Source: an optimization exercise on an open RTL-to-GDS flow (aim: small area). Production flows keep margins and buffers that such runs may drop.
The RTL was checked by simulation tests, not by an equivalence proof against the original design.
Power figures rest on the tool's default switching activity, not on a simulated workload.

==> run a <==
// raiden_core
module raiden_core (
    input  wire        clk,
    input  wire        rst,
    input  wire        req_valid,
    input  wire        req_we,
    input  wire [7:0]  req_addr,
    input  wire [31:0] req_wdata,
    output wire        rsp_valid,
    output wire [31:0] rsp_rdata,
    output wire        rsp_err,
    input  wire [7:0]  trig_in,
    input  wire        uart_rx,
    output wire        out_o,
    output wire        out_oe,
    output wire        outn_o,
    output wire        outn_oe,
    output wire        armed_o,
    output wire        fired_o,
    output wire [15:0] pull_o
);
clock: 10.0 ns
lec_check: 0
cap_margin: 20
core_margin: 2
core_utilization: 40
slew_margin: 20
standard.sh (not shown) runs the stock make flow with config.mk's settings and CLKGATE_MAP_FILE= SYNTH_SCRIPT=/design/flow/synth_recipe.tcl, a recipe that flattens the netlist after the stock synthesis.
==> flow/flow/run.sh <==
#!/bin/bash
# Standard layout with three changes: ABC maps the logic with an
# area-oriented script (flow/area.abc, via flow/synth.tcl which wraps the standard flow's
# own synthesis script); port buffers use the smallest buffer cell; the clock
# tree is built from clkbuf_4 (sink clusters of up to 8) with no dummy loads.
set -euo pipefail
export MY_ABC_SCRIPT="$PWD/flow/area.abc"
export FLOW_SYNTH_TCL="$PWD/synth_recipe.tcl"
bash standard.sh SYNTH_SCRIPT="$PWD/flow/synth.tcl" \
  BUFFER_PORTS_ARGS="-buffer_cell sky130_fd_sc_hd__buf_1" \
  CTS_ARGS="-sink_clustering_enable -repair_clock_nets -dont_use_dummy_load -buf_list sky130_fd_sc_hd__clkbuf_4 -sink_clustering_size 8 -sink_clustering_max_diameter 60" \
  finish > flow_standard.log 2>&1
==> flow/flow/area.abc <==
&get -n
&st
&dc2
&dch -f
&nf -R 1000
&st
&dc2
&dch -f
&nf -R 1000
&put
topo
dnsize -c
==> flow/flow/synth.tcl <==
# The standard synthesis script (synth_recipe.tcl), with the ABC logic
# mapping run from flow/area.abc (an area-oriented script) instead of
# ORFS's speed script. Flip-flop mapping, flattening and naming are unchanged.
proc abc {args} {
  set i [lsearch -exact $args -script]
  if {$i >= 0} {
    lset args [expr {$i + 1}] $::env(MY_ABC_SCRIPT)
  }
  yosys abc {*}$args
}
source $::env(FLOW_SYNTH_TCL)
==> inputs of run b, as changes to run a <==
==> flow/flow/run.sh (replaced) <==
#!/bin/bash
# Standard layout with three changes: ABC maps the logic with an
# area-oriented script (flow/area.abc, via flow/synth.tcl which wraps the standard flow's
# own synthesis script); port buffers use the smallest buffer cell; the clock
# tree is built from clkbuf_4 with no dummy loads.
set -euo pipefail
export MY_ABC_SCRIPT="$PWD/flow/area.abc"
export FLOW_SYNTH_TCL="$PWD/synth_recipe.tcl"
bash standard.sh SYNTH_SCRIPT="$PWD/flow/synth.tcl" \
  BUFFER_PORTS_ARGS="-buffer_cell sky130_fd_sc_hd__buf_1" \
  CTS_ARGS="-sink_clustering_enable -repair_clock_nets -dont_use_dummy_load -buf_list sky130_fd_sc_hd__clkbuf_4 -sink_clustering_size 10 -sink_clustering_max_diameter 30" \
  finish > flow_standard.log 2>&1
==> inputs of run c, as changes to run a <==
--- a/flow/design.v
+++ b/flow/design.v
@@ -33,22 +33,25 @@
     reg [7:0]  cfg_pin;
     reg        cfg_edge;
     reg [7:0]  cfg_byte;
     reg        cfg_out_en, cfg_inv_en;
     reg        armed, fired, rel;
     reg [2:0]  pg_st;
-    reg [31:0] pg_cnt, pg_reps, pg_w, pg_g, pg_p;
+    reg [31:0] pg_ncnt, pg_nreps;    
+    reg [31:0] pg_w, pg_g, pg_p;
+    wire [31:0] pg_cnt  = ~pg_ncnt;
+    wire [31:0] pg_reps = ~pg_nreps;
     reg [2:0]  det_st;
     reg [5:0]  dk;
     reg        match;
     reg [1:0]  resident;
     reg [7:0]  lat_byte;           
     reg [31:0] lat_div;
     reg [31:0] gcount;
     reg [3:0]  aux;
-    reg [2:0]  result;
+    reg [1:0]  result;
     reg        rq_valid, rq_err;
     reg [3:0]  rq_sel;
     wire [2:0] lat_pin  = lat_byte[2:0];
     wire       lat_edge = lat_byte[3];
     wire       gpio_hit = trig_in[lat_pin] ^ lat_edge;    
     wire       bit_ok   = (uart_rx == lat_byte[dk[5:3]]);
@@ -56,26 +59,29 @@
     wire p0       = (pg_p == 32'd0);
     wire cnt1     = cnt_hi0 &  pg_cnt[0];    
     wire tick     = cnt1;
     wire reps_hi0 = (pg_reps[31:1] == 31'd0);
     wire reps0    = reps_hi0 & ~pg_reps[0];
     wire reps1    = reps_hi0 &  pg_reps[0];
-    wire [31:0] dec_in = cnt1 ? pg_reps : pg_cnt;
-    wire [31:0] dec    = dec_in ^ ~dec_nz;
-    wire [31:0] dec_nz;    
-    wire [31:0] inc_c;     
-    assign dec_nz[0] = 1'b0;
-    assign inc_c[0]  = 1'b1;
+    wire        rep_dec = (pg_st == PG_LOW) && cnt1;    
+    wire [31:0] cc;        
+    wire [31:0] rc;        
+    wire [31:0] inc_p;     
+    assign cc[0]     = 1'b1;
+    assign rc[0]     = rep_dec;
+    assign inc_p[0]  = 1'b1;
     genvar ci;
     generate
         for (ci = 1; ci < 32; ci = ci + 1) begin : g_chain
-            assign dec_nz[ci] = dec_nz[ci-1] | dec_in[ci-1];
-            assign inc_c[ci]  = inc_c[ci-1] & gcount[ci-1];
+            assign cc[ci]     = cc[ci-1] & pg_ncnt[ci-1];
+            assign rc[ci]     = rc[ci-1] & pg_nreps[ci-1];
+            assign inc_p[ci]  = inc_p[ci-1] & gcount[ci-1];
         end
     endgenerate
-    wire [31:0] gcount_inc = gcount ^ inc_c;
+    wire [31:0] dec      = ~(pg_ncnt ^ cc);     
+    wire [31:0] reps_dec = ~(pg_nreps ^ rc);    
     wire mapped  = (req_addr[1:0] == 2'b00) && (req_addr <= 8'h30);
     wire ro_reg  = (req_addr == 8'h04) || (req_addr == 8'h24);
     wire do_wr   = req_valid && req_we && mapped && !ro_reg;
     wire wr_cmd  = do_wr && (req_addr == 8'h00);
     wire wd_small = (req_wdata[31:3] == 29'd0);
     wire c_arm   = wr_cmd && wd_small && (req_wdata[2:0] == 3'd1);
@@ -90,61 +96,71 @@
     wire arm_ok   = c_arm && !armed && !arm_cfg_bad;
     wire exe_ok   = c_exe && armed;
     wire poll_ok  = c_poll && armed && !(in_wait && !rel);
     wire disarm   = exe_ok || poll_ok || ((c_dis || c_rst) && armed);
     wire do_start = in_wait && (rel || exe_ok);
     wire cfg_rst  = rst || c_rst;
+    wire is_high = (pg_st == PG_HIGH);
+    wire s_p   = ~arm_ok & do_start & ~p0;
+    wire s_w   = ~arm_ok & ((do_start & p0) | (~do_start & cnt1 & ~in_wait & ~is_high));
+    wire s_g   = ~arm_ok & ~do_start & cnt1 & is_high;
+    wire s_d   = ~arm_ok & ~do_start & cnt1 & in_wait;
+    wire s_dec = ~arm_ok & ~do_start & ~cnt1;
+    wire [31:0] cnt_mux = ({32{s_p}} & pg_p) | ({32{s_w}} & pg_w) |
+                          ({32{s_g}} & pg_g) | ({32{s_d}} & lat_div) |
+                          ({32{s_dec}} & dec) | {31'd0, arm_ok};
     reg        fire;
     reg [2:0]  n_det_st;
-    reg [5:0]  n_dk;
+    reg        dk_clr, dk_inc;
     reg        n_match;
     reg [2:0]  n_pg_st;
     reg [31:0] n_pg_cnt, n_pg_reps, n_pg_w, n_pg_g;
     reg        n_rel;
-    reg [2:0]  n_result;
+    reg [1:0]  n_result;
     always @* begin
         fire     = 1'b0;
         n_det_st = det_st;
-        n_dk     = dk;
+        dk_clr   = 1'b0;
+        dk_inc   = 1'b0;
         n_match  = match;
         if (det_st != D_OFF) begin
             if (resident[0]) begin
                 case (det_st)
                     D_IDLE: if (!gpio_hit) n_det_st = D_W2;
-                    D_W2:   if (gpio_hit) begin n_det_st = D_Q; n_dk = 6'd0; end
+                    D_W2:   if (gpio_hit) begin n_det_st = D_Q; dk_clr = 1'b1; end
                     D_Q:
                         if (gpio_hit) begin
                             if (dk[1:0] == 2'd2) begin
                                 fire     = 1'b1;
                                 n_det_st = D_OFF;
                             end else begin
-                                n_dk = dk + 6'd1;
+                                dk_inc = 1'b1;
                             end
                         end else begin
                             n_det_st = D_W2;
                         end
                     default: ;
                 endcase
             end else if (tick) begin
                 case (det_st)
                     D_IDLE: if (uart_rx) n_det_st = D_W2;
-                    D_W2:   if (!uart_rx) begin n_det_st = D_Q; n_dk = 6'd0; end
+                    D_W2:   if (!uart_rx) begin n_det_st = D_Q; dk_clr = 1'b1; end
                     D_Q:
                         if (dk[1:0] == 2'd3) begin
                             if (!uart_rx) begin
                                 n_det_st = D_DATA;
-                                n_dk     = 6'd0;
+                                dk_clr   = 1'b1;
                                 n_match  = 1'b1;
                             end else begin
                                 n_det_st = D_W2;
                             end
                         end else begin
-                            n_dk = dk + 6'd1;
+                            dk_inc = 1'b1;
                         end
                     D_DATA: begin
-                        n_dk = dk + 6'd1;
+                        dk_inc = 1'b1;
                         if (dk[2:0] == 3'd7) begin
                             n_match = match & bit_ok;
                             if (dk[5:3] == 3'd7) begin
                                 if (match & bit_ok) begin
                                     fire     = 1'b1;
                                     n_det_st = D_OFF;
@@ -172,25 +188,18 @@
                 PG_PAUSE: n_pg_st = reps0 ? PG_STOPPED : PG_HIGH;
                 PG_HIGH:  n_pg_st = PG_LOW;
                 PG_LOW:   n_pg_st = reps1 ? PG_STOPPED : PG_HIGH;
                 default: ;
             endcase
         end
-        if (do_start)
-            n_pg_cnt = p0 ? pg_w : pg_p;
-        else if (cnt1)
-            n_pg_cnt = in_wait ? lat_div : ((pg_st == PG_HIGH) ? pg_g : pg_w);
-        else
-            n_pg_cnt = dec;
-        if (pg_st == PG_LOW && cnt1)
-            n_pg_reps = dec;
+        n_pg_cnt = cnt_mux;
+        n_pg_reps = reps_dec;
         n_rel = (rel & ~in_wait) | fire;
         if (arm_ok) begin
             n_det_st  = (cfg_kind != 2'd0) ? D_IDLE : D_OFF;
             n_pg_st   = PG_WAIT;
-            n_pg_cnt  = 32'd1;
             n_pg_reps = cfg_count;
             n_pg_w    = (cfg_width[31:2] == 30'd0) ? 32'd4 : cfg_width;
             n_pg_g    = (cfg_gap[31:2]   == 30'd0) ? 32'd4 : cfg_gap;
             n_rel     = 1'b0;
         end
         if (disarm) begin
@@ -198,19 +207,19 @@
             if (n_pg_st == PG_WAIT)
                 n_pg_st = PG_STOPPED;
             n_rel = 1'b0;
         end
         n_result = result;
         if (c_arm)
-            n_result = armed ? 3'd1 : (arm_cfg_bad ? 3'd3 : 3'd0);
+            n_result = armed ? 2'b01 : (arm_cfg_bad ? 2'b11 : 2'b00);
         else if (c_exe)
-            n_result = armed ? 3'd0 : 3'd1;
+            n_result = armed ? 2'b00 : 2'b01;
         else if (c_ill)
-            n_result = 3'd4;
+            n_result = 2'b10;
         else if (c_dis || c_rst || c_poll)
-            n_result = 3'd0;
+            n_result = 2'b00;
     end
     wire [7:0]  a        = req_addr;
     wire        we_pause = do_wr && (a == 8'h08);
     wire        we_width = do_wr && (a == 8'h0C);
     wire        we_gap   = do_wr && (a == 8'h10);
     wire        we_count = do_wr && (a == 8'h14);
@@ -218,12 +227,13 @@
     wire        we_pin   = do_wr && (a == 8'h1C);
     wire        we_byte  = do_wr && (a == 8'h20);
     wire        we_aux   = do_wr && (a == 8'h28);
     wire        we_outc  = do_wr && (a == 8'h2C);
     wire        we_div   = do_wr && (a == 8'h30) && (req_wdata != 32'd0);
     wire        gc_inc   = exe_ok || poll_ok;
+    wire [31:0] gcount_inc = gcount ^ (inc_p & {32{gc_inc}});    
     wire [31:0] rmask    = {32{cfg_rst}};
     wire [31:0] wd_rst0  = req_wdata & ~rmask;
     wire [31:0] wd_100   = (req_wdata & ~(rmask & ~32'd100)) | (rmask & 32'd100);
     wire [31:0] wd_1     = (req_wdata & ~(rmask & ~32'd1))   | (rmask & 32'd1);
     wire [31:0] wd_16    = (req_wdata & ~(rmask & ~32'd16))  | (rmask & 32'd16);
     wire [8:0]  wd_pin   = req_wdata[8:0] | {1'b0, rmask[7:0]};
@@ -237,23 +247,23 @@
         if (we_div   || cfg_rst) cfg_div   <= wd_16;
         if (we_kind  || cfg_rst) cfg_kind  <= wd_rst0[1:0];
         if (we_pin   || cfg_rst) {cfg_edge, cfg_pin} <= wd_pin_r;
         if (we_byte  || cfg_rst) cfg_byte  <= wd_rst0[7:0];
         if (we_aux   || cfg_rst) aux       <= wd_rst0[3:0];
         if (we_outc  || cfg_rst) {cfg_inv_en, cfg_out_en} <= wd_outc;
-        if (gc_inc   || cfg_rst) gcount    <= gcount_inc & ~rmask;
+        gcount <= gcount_inc & ~rmask;
     end
     always @(posedge clk) begin
         if (rst) begin
             armed    <= 1'b0;
             fired    <= 1'b0;
             rel      <= 1'b0;
             pg_st    <= PG_STOPPED;
             det_st   <= D_OFF;
             resident <= 2'd0;
-            result   <= 3'd0;
+            result   <= 2'b00;
             rq_valid <= 1'b0;
             rq_err   <= 1'b0;
             rq_sel   <= 4'd0;
         end else begin
             if (arm_ok)
                 armed <= 1'b1;
@@ -272,30 +282,30 @@
             rq_valid <= req_valid;
             rq_err   <= req_valid && (!mapped || (req_we && ro_reg));
             rq_sel   <= (req_valid && !req_we && mapped) ? req_addr[5:2] : 4'd0;
         end
     end
     always @(posedge clk) begin
-        pg_cnt  <= n_pg_cnt;
-        pg_reps <= n_pg_reps;
+        pg_ncnt  <= ~n_pg_cnt;
+        pg_nreps <= ~n_pg_reps;
         pg_w    <= n_pg_w;
         pg_g    <= n_pg_g;
-        dk      <= n_dk;
+        dk      <= (dk + {5'd0, dk_inc}) & ~{6{dk_clr}};
         match   <= n_match;
+        if (!armed) begin
+            pg_p    <= cfg_pause;
+            lat_div <= cfg_div;
+        end
         if (arm_ok)
-            pg_p <= cfg_pause;
-        if (arm_ok) begin
             lat_byte <= (cfg_kind == 2'd1) ? {4'd0, cfg_edge, cfg_pin[2:0]} : cfg_byte;
-            lat_div  <= cfg_div;
-        end
     end
     reg [31:0] rd_val;
     always @* begin
         case (rq_sel)
             4'd1:  rd_val = {18'd0, resident, 1'b0, in_wait, 4'b0000,
-                             fired, armed, 1'b0, result};
+                             fired, armed, 1'b0, result[1] & ~result[0], result[1] & result[0], result[0]};
             4'd2:  rd_val = cfg_pause;
             4'd3:  rd_val = cfg_width;
             4'd4:  rd_val = cfg_gap;
             4'd5:  rd_val = cfg_count;
             4'd6:  rd_val = {30'd0, cfg_kind};
             4'd7:  rd_val = {23'd0, cfg_edge, cfg_pin};
==> run summary <==
Run status: run a complete, no violations; run c complete, no violations; run b complete, no violations
Via count: run a 13200; run c 12400; run b 13400
Mux contribution to synthesized area: run a 0.584%; run c 0.366%; run b 0.584%
Count of unique library cells instantiated by Yosys: run a 50; run c 46; run b 50
Sum of met3 wire segment lengths after detailed routing: run a 3970 µm; run c 4400 µm; run b 3980 µm
TritonCTS Sinks: run a 444; run c 443; run b 444
Number of iterations in the first detailed-routing pass: run a 8; run c 8; run b 9
Clock network fraction of design power: run a 27.5%; run c 27.9%; run b 30.5%
Number of buffers other than clock buffers in the final layout: run a 139; run c 131; run b 139
Tap cells: run a 607; run c 592; run b 607
Area share of the largest cell type after synthesis: run a 62.5%; run c 54.4%; run b 62.5%
Total wire length: run a 53700 µm; run c 51800 µm; run b 54000 µm
Tmin final: run a 8.55 ns; run c 7.45 ns; run b 8.53 ns
Routability cong.: run a 0.867; run c 0.846; run b 0.867
Amount of wire on met2 after detailed routing: run a 25900 µm; run c 25000 µm; run b 25900 µm
Destination of the critical timing path: run a pg_cnt[31]; run c pg_nreps[31]; run b pg_cnt[31]
Compound-gate portion of the synthesized area: run a 13.2%; run c 11.4%; run b 13.2%
Final non-filler cell total: run a 2210; run c 2071; run b 2234
Combinational group share of total power: run a 3.1%; run c 2.7%; run b 2.9%
Netlist area before placement: run a 18800 µm²; run c 17800 µm²; run b 18800 µm²
Endpoint of the worst-slack reg-to-reg timing path: run a pg_cnt[31]; run c pg_nreps[31]; run b pg_cnt[31]
Area taken by flip-flops and latches: run a 12800 µm²; run c 12100 µm²; run b 12800 µm²
Sequential cell count: run a 444; run c 443; run b 444
Non-clock buffer area fraction after layout: run a 3.21%; run c 2.97%; run b 3.18%
Setup crit start: run a pg_cnt[16]; run c pg_ncnt[0]; run b pg_cnt[16]
Sw Share: run a 22.5%; run c 22.8%; run b 22.3%

[static timing again, ports no longer ideal]
No port has a modelled driver above. Below, the same layouts with a new extraction and two added sets of constraints.
Step 1 (the two cells are an assumption about what drives the block):
set clk [get_ports {clk}]
set_driving_cell -lib_cell sky130_fd_sc_hd__clkbuf_16 $clk
set_driving_cell -lib_cell sky130_fd_sc_hd__buf_2 [delete_from_list [all_inputs] $clk]
Step 2 adds t to the input delays and takes it off the output delays; t is the mean of the earliest and latest rising clock arrival at the registers after step 1. Input paths then give back, and output paths get back, about the clock's delay inside the block.
Three values: ideal ports, drivers, drivers and shift; two values: the first two.
run | t, ns | slack for setup (ns) | worst setup path at the end
run a | 0.797 | 1.450 / 1.450 / 1.450 | register to register
run b | 0.813 | 1.472 / 1.472 / 1.472 | register to register
run c | 0.852 | 2.550 / 2.550 / 1.740 | input to register
After both steps setup and hold are still met in every run listed. For run c, which loses most, drivers alone change the setup slack by 0.000 ns; drivers and shift together by -0.810 ns.
